This design comes from an exercise in tuning for small area, a short achievable clock period and few clock cycles per item on the open sky130 flow, not from production work. At most, simulation tests tie the RTL to the original design; equivalence was not proved. Power and IR drop assume default switching activity.

==> flow/design.v (excerpt) <==
module hb_rx (
    input  wire       clk,
    input  wire       rst,         
    input  wire       in_valid,
    output wire       in_ready,
    input  wire [7:0] in_data,
    output wire       ev_valid,
    input  wire       ev_ready,
    output wire [7:0] ev_data
);
Size: ~2200 flip-flops.
Settings: LEC_CHECK=0, CAP_MARGIN=20, CORE_MARGIN=2, CORE_UTILIZATION=40, CTS_CLUSTER_DIAMETER=80, CTS_CLUSTER_SIZE=24, SLEW_MARGIN=20; clock period 10.0 ns.
standard.sh (not shown) runs the stock make flow with config.mk's settings and CLKGATE_MAP_FILE= SYNTH_SCRIPT=/design/flow/synth_recipe.tcl, a recipe that flattens the netlist after the stock synthesis.
==> flow/flow/run.sh <==
#!/bin/bash
set -euo pipefail
cd "$(dirname "$0")/.."
bash standard.sh finish SETUP_SLACK_MARGIN=6.6 TNS_END_PERCENT=10 > flow_make.log 2>&1
Testbench counts at the start, summed over its fixed seeds: cycles 26,059, items 480.
==> next run, changes <==
==> flow/flow/run.sh (replaced) <==
#!/bin/bash
set -euo pipefail
cd "$(dirname "$0")/.."
bash standard.sh finish SETUP_SLACK_MARGIN=6.6 TNS_END_PERCENT=10 \
    "BUFFER_PORTS_ARGS=-buffer_cell sky130_fd_sc_hd__buf_4" > flow_make.log 2>&1
After rerunning: Clock power hardly moves. Non-clock buffer count went up by 1. Power hardly moves. Worst hold slack stays flat. Maximum frequency went up by 3.7%. Routed wire length is about the same. Setup slack gets better by 0.13 ns. Area after synthesis does not change. Register-to-register slack stays flat. Final cell count barely changes. Sequential power hardly moves.

========
## the reference run
Another version of the RTL of hb_rx (not shown whole).
Size: ~2200 flip-flops, ~22 I/O pins, ~83000 um^2 of cells after synthesis.
clock: 10.0 ns
lec_check: 0
abc_clock_period_in_ps: 3000
cap_margin: 20
core_margin: 2
core_utilization: 40
setup_slack_margin: 5
slew_margin: 20
run.sh (not shown) runs the stock make flow with config.mk's settings and CLKGATE_MAP_FILE= SYNTH_SCRIPT=/design/flow/synth_recipe.tcl, a recipe that flattens the netlist after the stock synthesis.
Stock flow here: none of the scripts above is used.
Input changes introduced in the trial run (baseline for comparison: the reference run):
Settings: SETUP_SLACK_MARGIN removed (was 5); ABC_CLOCK_PERIOD_IN_PS removed (was 3000).
Notes after the runs:
In the trial run the worst hold-check slack turned out 0.043 ns higher than in the reference run. Number of antenna cells inserted on the trial run is down relative to the reference run. Of the reference run and the trial run, the run reporting the higher share of the clock period used by the worst path was the reference run. On number of standard cells in the final layout excluding fillers, the reference run and the trial run are basically level. Non-clock buffer count, the reference run and the trial run: larger value in the trial run.
No functional check of the RTL was part of any run of this note.

========
== alpha ==
Another version of the RTL of hb_rx (not shown whole).
Size in the first run: ~3,600 cells after synthesis, ~55,000 um2 of cells after synthesis.
==> flow/config.mk <==
export PLATFORM = sky130hd
export DESIGN_NAME = hb_rx
export DESIGN_NICKNAME = hb_rx
export VERILOG_FILES = /design/flow/design.v
export SDC_FILE = /design/flow/constraint.sdc
export NUM_CORES = 4
export LEC_CHECK = 0
export CAP_MARGIN = 20
export CORE_MARGIN = 2
export CORE_UTILIZATION = 40
export CTS_CLUSTER_DIAMETER = 80
export CTS_CLUSTER_SIZE = 28
export SLEW_MARGIN = 20
==> flow/constraint.sdc <==
create_clock -name core_clock -period 10.0 [get_ports {clk}]
set_input_delay 2.0000 -clock core_clock [delete_from_list [all_inputs] [get_ports {clk}]]
set_output_delay 2.0000 -clock core_clock [all_outputs]
set_load 0.01 [all_outputs]
standard.sh (not shown) runs the stock make flow with config.mk's settings and CLKGATE_MAP_FILE= SYNTH_SCRIPT=/design/flow/synth_recipe.tcl, a recipe that flattens the netlist after the stock synthesis.
==> flow/flow/run.sh <==
#!/bin/bash
set -euo pipefail
cd "$(dirname "$0")/.."
bash standard.sh finish SETUP_SLACK_MARGIN=6.8 TNS_END_PERCENT=100 \
    "BUFFER_PORTS_ARGS=-buffer_cell sky130_fd_sc_hd__buf_4" > flow_make.log 2>&1
Testbench counts of alpha, summed over its fixed seeds: cycles 26,059, items 480.
For epsilon, these inputs were changed with respect to alpha:
diff --git a/flow/config.mk b/flow/config.mk
--- a/flow/config.mk
+++ b/flow/config.mk
@@ -12 +12 @@
-export CTS_CLUSTER_SIZE = 28
+export CTS_CLUSTER_SIZE = 24
Findings:
- Maximum frequency from static timing analysis across epsilon and alpha: no real change.
- A start point of the critical path of ev_o[5] is what alpha shows, while ev_o[1] belongs to epsilon.
- On clock latency reported for the late side of the worst-skew pair, epsilon and alpha are neck and neck.
- epsilon: count of clock-buffer cells in the layout higher than alpha

========
Another version of the RTL of hb_rx (not shown whole).
For scale: ~3,600 cells after synthesis, about 2,200 flip-flops, roughly 22 I/O pins, about 55,000 µm² of cells after synthesis.
export LEC_CHECK = 0
export CAP_MARGIN = 20
export CORE_MARGIN = 2
export CORE_UTILIZATION = 40
export CTS_CLUSTER_DIAMETER = 80
export CTS_CLUSTER_SIZE = 24
export SLEW_MARGIN = 20
create_clock -name core_clock -period 10.0 [get_ports {clk}]
Scripts as last shown in full above: flow/flow/run.sh
Testbench counts at the start, summed over its fixed seeds: cycles 26,059, items 480.
==> next run, changes <==
==> flow/flow/run.sh (replaced) <==
#!/bin/bash
set -euo pipefail
cd "$(dirname "$0")/.."
bash standard.sh finish SETUP_SLACK_MARGIN=6.6 TNS_END_PERCENT=10 \
    "BUFFER_PORTS_ARGS=-buffer_cell sky130_fd_sc_hd__buf_4" > flow_make.log 2>&1
=>
- The changed run completed with no timing, DRC or antenna violations
- setup slack got worse by 0.056 ns
- total power hardly moves
- via count barely changes
- hold slack improved by 0.0090 ns
- global-route usage stays flat
- die area is unchanged
- routed wire length is higher by 0.74%

afterwards: timing with drivers on the ports:
The flow's constraints put no driver on any port. The routed layouts listed below were extracted and timed again, unchanged, in two steps. Step 1, drivers: a clkbuf_16 drives clk and a buf_2 each remaining input, both assumed. Step 2, shift: input delay + t, output delay - t, t = (earliest + latest rising clock arrival at the registers) / 2. This alone moves slack from input paths to output paths. Slacks: ideal / step 1 / step 2; pairs: ideal / step 1.
| run | shift t [ns] | slack for setup (ns) | worst slew at a driven data input, ns | pins driven straight from the clock port |
|---|---|---|---|---|
| the first run of note 1 | 0.788 | 6.486 / 6.415 / 5.777 | 0.03 | 1 |
| the second run of note 1 | 0.787 | 6.612 / 6.543 / 5.962 | 0.03 | 1 |
| the reference run | 0.944 | 5.292 / 5.292 / 5.292 | 0.05 | 1 |
| the trial run | 0.938 | 5.482 / 5.482 / 5.482 | 0.08 | 1 |
| alpha | 0.795 | 6.761 / 6.691 / 6.470 | 0.05 | 1 |
| epsilon | 0.792 | 6.755 / 6.685 / 6.432 | 0.05 | 1 |
| the first run of note 4 | 0.773 | 6.564 / 6.498 / 6.591 | 0.06 | 1 |
| the second run of note 4 | 0.789 | 6.509 / 6.445 / 6.179 | 0.06 | 1 |
After both steps every run listed still meets setup and hold. The setup slack of the first run of note 1, which loses most, moves by -0.071 ns with the drivers and by -0.709 ns with both steps.
